This design comes from an exercise in tuning for small area, a short achievable clock period and few clock cycles per item on the open sky130 flow, not from production work. Function was checked by simulation only, so behaviour that the tests miss may differ from the original.

File: flow/run.sh
#!/bin/bash
# synth_recipe.tcl (not shown) runs the flow's synth.tcl, then flattens the netlist and writes it again
# the make line also repeats each setting of config.mk as NAME=value (left out here)
make -C /OpenROAD-flow-scripts/flow DESIGN_CONFIG=/design/flow/config.mk WORK_HOME=/design/flow/orfs CLKGATE_MAP_FILE= SYNTH_SCRIPT=/design/flow/synth_recipe.tcl finish
File: flow/config.mk
export PLATFORM = sky130hd
export DESIGN_NAME = yuv2rgba
export DESIGN_NICKNAME = yuv2rgba
export VERILOG_FILES = /design/flow/design.v
export SDC_FILE = /design/flow/constraint.sdc
export NUM_CORES = 4
export LEC_CHECK = 0
export CAP_MARGIN = 20
export CORE_MARGIN = 2
export CORE_UTILIZATION = 40
export PLACE_DENSITY = 0.6
export SLEW_MARGIN = 20
File: flow/constraint.sdc
create_clock -name core_clock -period 16.0 [get_ports {clk}]
set_input_delay 3.2000 -clock core_clock [delete_from_list [all_inputs] [get_ports {clk}]]
set_output_delay 3.2000 -clock core_clock [all_outputs]
set_load 0.01 [all_outputs]
File: flow/design.v
module yuv2rgba_chan (
    input  wire               clk,
    input  wire               load,      
    input  wire               step,      
    input  wire signed [47:0] n,         
    input  wire signed [47:0] d,         
    output wire [7:0]         value      
);
    reg        sat_lo;                   
    reg        sat_hi;                   
    reg [55:0] rem;                      
    reg [55:0] dsh;                      
    reg [7:0]  q;
    wire [55:0] n_u  = {{8{n[47]}}, n};
    wire [55:0] p255 = (n_u << 8) - n_u;              
    wire [55:0] diff = rem - dsh;
    wire        ge   = (rem >= dsh);
    always @(posedge clk) begin
        if (load) begin
            sat_lo <= (n <= 48'sd0);
            sat_hi <= (n >= d);
            rem    <= p255;
            dsh    <= {8'd0, d} << 7;
            q      <= 8'd0;
        end else if (step) begin
            if (ge)
                rem <= diff;
            q   <= {q[6:0], ge};
            dsh <= dsh >> 1;
        end
    end
    assign value = sat_lo ? 8'd0 : (sat_hi ? 8'd255 : q);
endmodule
module yuv2rgba (
    input  wire        clk,
    input  wire        rst,
    input  wire        in_valid,
    output wire        in_ready,
    input  wire [31:0] in_y,
    input  wire [31:0] in_u,
    input  wire [31:0] in_v,
    input  wire [4:0]  in_depth_m1,
    output wire        out_valid,
    input  wire        out_ready,
    output wire [31:0] out_rgba
);
    localparam [1:0] S_IDLE = 2'd0,
                     S_CALC = 2'd1,
                     S_DIV  = 2'd2,
                     S_OUT  = 2'd3;
    reg [1:0]  state;
    reg [2:0]  cnt;
    reg [31:0] y_r, u_r, v_r;
    reg [4:0]  dm1_r;
    reg [7:0]  alpha;
    wire [5:0]  depth = {1'b0, dm1_r} + 6'd1;
    wire [32:0] m     = (33'd1 << depth) - 33'd1;
    wire signed [47:0] ms = $signed({15'd0, m});
    wire signed [47:0] ys = $signed({16'd0, y_r});
    wire signed [47:0] us = $signed({16'd0, u_r});
    wire signed [47:0] vs = $signed({16'd0, v_r});
    wire signed [47:0] uc = 48'sd2 * us - ms;
    wire signed [47:0] vc = 48'sd2 * vs - ms;
    wire signed [47:0] nr = 48'sd2000 * ys + 48'sd1402 * vc;
    wire signed [47:0] ng = 48'sd2000 * ys - 48'sd344 * uc - 48'sd714 * vc;
    wire signed [47:0] nb = 48'sd2000 * ys + 48'sd1772 * uc;
    wire signed [47:0] dd = 48'sd2000 * ms;
    wire load = (state == S_CALC);
    wire step = (state == S_DIV);
    wire [7:0] r8, g8, b8;
    yuv2rgba_chan u_r_chan (.clk(clk), .load(load), .step(step), .n(nr), .d(dd), .value(r8));
    yuv2rgba_chan u_g_chan (.clk(clk), .load(load), .step(step), .n(ng), .d(dd), .value(g8));
    yuv2rgba_chan u_b_chan (.clk(clk), .load(load), .step(step), .n(nb), .d(dd), .value(b8));
    always @(posedge clk) begin
        if (rst) begin
            state <= S_IDLE;
            cnt   <= 3'd0;
        end else begin
            case (state)
                S_IDLE: if (in_valid) state <= S_CALC;
                S_CALC: begin
                    state <= S_DIV;
                    cnt   <= 3'd7;
                end
                S_DIV: begin
                    if (cnt == 3'd0)
                        state <= S_OUT;
                    cnt <= cnt - 3'd1;
                end
                S_OUT: if (out_ready) state <= S_IDLE;
            endcase
        end
    end
    always @(posedge clk) begin
        if (state == S_IDLE && in_valid) begin
            y_r   <= in_y;
            u_r   <= in_u;
            v_r   <= in_v;
            dm1_r <= in_depth_m1;
        end
        if (state == S_CALC)
            alpha <= (m > 33'd255) ? 8'd255 : m[7:0];
    end
    assign in_ready  = (state == S_IDLE);
    assign out_valid = (state == S_OUT);
    assign out_rgba  = {alpha, b8, g8, r8};
endmodule
==> impl_metrics.toml <==
[outcome]
status = "finished clean"

[clock_tree]
htree_levels = 2
cts_root_buffer = "clkbuf_16"
cts_buffers = 51
cts_buffer_depth = 3
hold_buffers = 0
cts_tree = "yes"
clk_latency_ns = 0.72
clkSinkCount = 363
post_cts_buffers = 0
clk_pin_slew_ns = 0.06

[die]
row_count = 164
start_util_pct = 40.2
fp.dieH_um = 452
die_area_um2 = 205000
fp.coreArea_um2 = 200000
io_pins = 139
die_w_um = 452

[run]
max_cap_violations = 0

[cells_and_area]
final_cell_mix = "1,624 x inv_1, 1,235 x ha_1, 754 x fa_1, 713 x a21oi_1, 544 x nor2_1"
syn_to_final_growth_pct = 8.89
final_nets = 11600
finish.utilization_pct = 43.8
final_cell_area_um2 = 87600
finalNonFillerCells = 12200
mostFrequentLayoutCell = "inv_1"
layout-drive-gt1-share_pct = 3.96

[timing]
fin_crit_ns = 15.38
max_freq_ghz = 0.0650
whs_ns = 0.487
timing.slew.headroom_pct = 5.17
setup-tns-final_ns = 0
hold_viol = 0
fin_skew_ns = 0.0667
slew_violations = 0
worst_pin_slew_ns = 1.39
fin_ws_ns = 0.619
setup-violations-final = 0
period_share_pct = 96.1

[global_routing]
grt_pass1_vias = 69200
grt_pass1_wl_um = 428000
grt-ovfl-total = 0
grtUsageTotal_pct = 27.6
antenna_found_initial = 10
grt_max_degree = 202

[placement]
globalplace.congestion = 1.03
hpwl_um = 247000
port_buffers = 138
dpl.cell_count = 12100
dp_slack_ns = -0.268
place_area_um2 = 85800

[routing]
drc = 0
drt-initial-drc-count = 5850
wire_per_inst_um = 23.4
first_pass_iters = 6
num_vias = 69000
ant_nets = 0
viasPerCell = 5.63
wl_um = 286000

[critical_path]
worstSetupStartpoint = "dm1_r[0]$_DFFE_PP_"
slowest_stage = "xor2_1"
cp-start-kind = "register"
cp.arrival_ns = 15.85
worstSetupPathType = "register to register"
path_common_cell = "ha_1"
crit-reg2reg-launch = "dm1_r[0]$_DFFE_PP_"
end_kind = "register"
cp_max_fo = 21
worstPathRequired_ns = 16.47
cpPeakStageDelay_ns = 0.62

[logic_synthesis]
ys_seq_area_share_pct = 13.1
ys_types = 120
syn_area_um2 = 80400
syn_avg_cell_area_um2 = 8.60
synth_ff_type = "edfxtp_1"
synthArstFlopShare_pct = 0
synth_edf_count = 323
syn_inst = 9352
ys_seq_elements = 363
synth_warnings = 2

[hold_path]
hold_class = "register to register"
hp-start = "cnt[1]$_SDFFE_PP0P_"
[state kept, by name (all words and copies together) (netlist names), 11 cells and up]
signal and count:
u_b_chan.rem 56, u_g_chan.rem 56, u_r_chan.rem 56, u_b_chan.dsh 40
u_r 32, v_r 32, y_r 32, u_g_chan.dsh 11
[final cells by class]
| cell class | count | area, um^2 |
|---|---|---|
| antenna | 4 | 10.0 |
| multi-input combinational | 7217 | 63500 |
| clock buffer | 55 | 1290 |
| timing repair buffer | 280 | 2460 |
| fill | 19900 | 112000 |
| clock inverter | 38 | 367 |
| sequential | 363 | 10500 |
| inverter | 1631 | 6140 |
| tap | 2656 | 3320 |
[Yosys cell counts, types with 18 or more instances]
cell       instances  share of area, %
nand2_1          499               2.3
or2_2             26              0.20
dfxtp_1           40               1.0
mux2i_1           59              0.73
a221oi_1          27              0.29
a31oi_1           73              0.57
a21boi_0          33              0.31
nand4_1           93              0.72
o31ai_1           50              0.47
a211o_1           26              0.28
o211ai_1          44              0.41
nand3_1          160               1.0
xor2_1           227               2.5
a41oi_1           25              0.27
nand2b_1         118              0.92
fa_1             754                19
o21ai_0          464               2.9
o21a_1           101              0.94
a21oi_1          714               4.4
a31o_2            26              0.28
nor2b_1           94              0.73
and4_1            25              0.27
nor3_1           130              0.81
o21bai_1          97              0.91
and2_1            49              0.38
nor2_1           545               2.5
a21o_1           473               4.4
a211oi_1          61              0.57
nor4_1            36              0.28
xnor2_1          429               4.7
or3_1             48              0.37
edfxtp_1         323                12
clkbuf_1         132              0.62
ha_1            1240                19
a2111oi_0         23              0.25
inv_1           1626               7.6
o2111ai_1         18              0.20
and3_1            95              0.74
[critical path: cells and delay by family (launching register included)]
family / cells / cell delay (ns)
adders and majority gates: 11 / 4.31
buffers and inverters: 8 / 0.88
and+or+nand+nor: 17 / 3.32
AOI/OAI and AO/OA: 16 / 4.87
muxes: 1 / 0.39
xor gates and xnor gates: 3 / 0.97
DFF: 1 / 0.37
[cell families after synthesis]
logic type	share of synthesized area (%)
buf+inv	8.51
other cells	0.00934
compound gates	19.9
flops	13.1
mux	0.804
simple gates	12.1
xor+xnor	7.29
fa+ha+maj	38.3
[per-layer routing]
metal | GRT usage [%] | wire length (um) | up-vias
li1 | - | - | 32600
met1 | 36.7 | 124000 | 33600
met2 | 44.7 | 128000 | 2285
met3 | 3.59 | 18500 | 461
met4 | 12.2 | 14900 | 8
met5 | 0 | 55 | -
[path summary, 6_finish.rpt]
path                                endpoint  slack, ns  cells past startpoint
setup / recovery  u_g_chan.rem[51]$_DFFE_PP_       0.62                     56
hold / removal           cnt[1]$_SDFFE_PP0P_       0.49                      2
setup reg to reg  u_g_chan.rem[51]$_DFFE_PP_       0.62                     56
hold reg to reg          cnt[1]$_SDFFE_PP0P_       0.49                      2
[timing repair]
item	in CTS	in global routing
resized for setup	2	28
hold endpoints to repair	0	0
setup endpoints to repair	3	26
pin swaps	0	1
Testbench counts, summed over its fixed seeds: cycles 88,000, pixels 8,000.

## re-timing with driven ports
In the flow no input, the clock included, has a driving cell. The finished layout below was timed again as built, in two steps. Step 1 sets driving cells, clkbuf_16 on the clock port and buf_2 on the other inputs (assumed; they add their load-dependent delay and slew). Step 2 times the ports against the registers' clock, not the clock port: input delays grow and output delays shrink by t, the midpoint of the rising clock arrivals with the driver on. Slacks: ideal ports / drivers / drivers and shift; pairs: ideal ports / drivers.
shift t [ns]: 0.774
setup WS [ns]: 0.619 / 0.619 / 0.619
worst hold slack (ns): 0.487 / 0.487 / 0.487
worst setup path after step 2: register to register
worst register clock-pin slew, ns: 0.07 / 0.07
After both steps setup and hold are still met in this run. For this run, drivers alone change the setup slack by 0.000 ns; drivers and shift together by 0.000 ns.
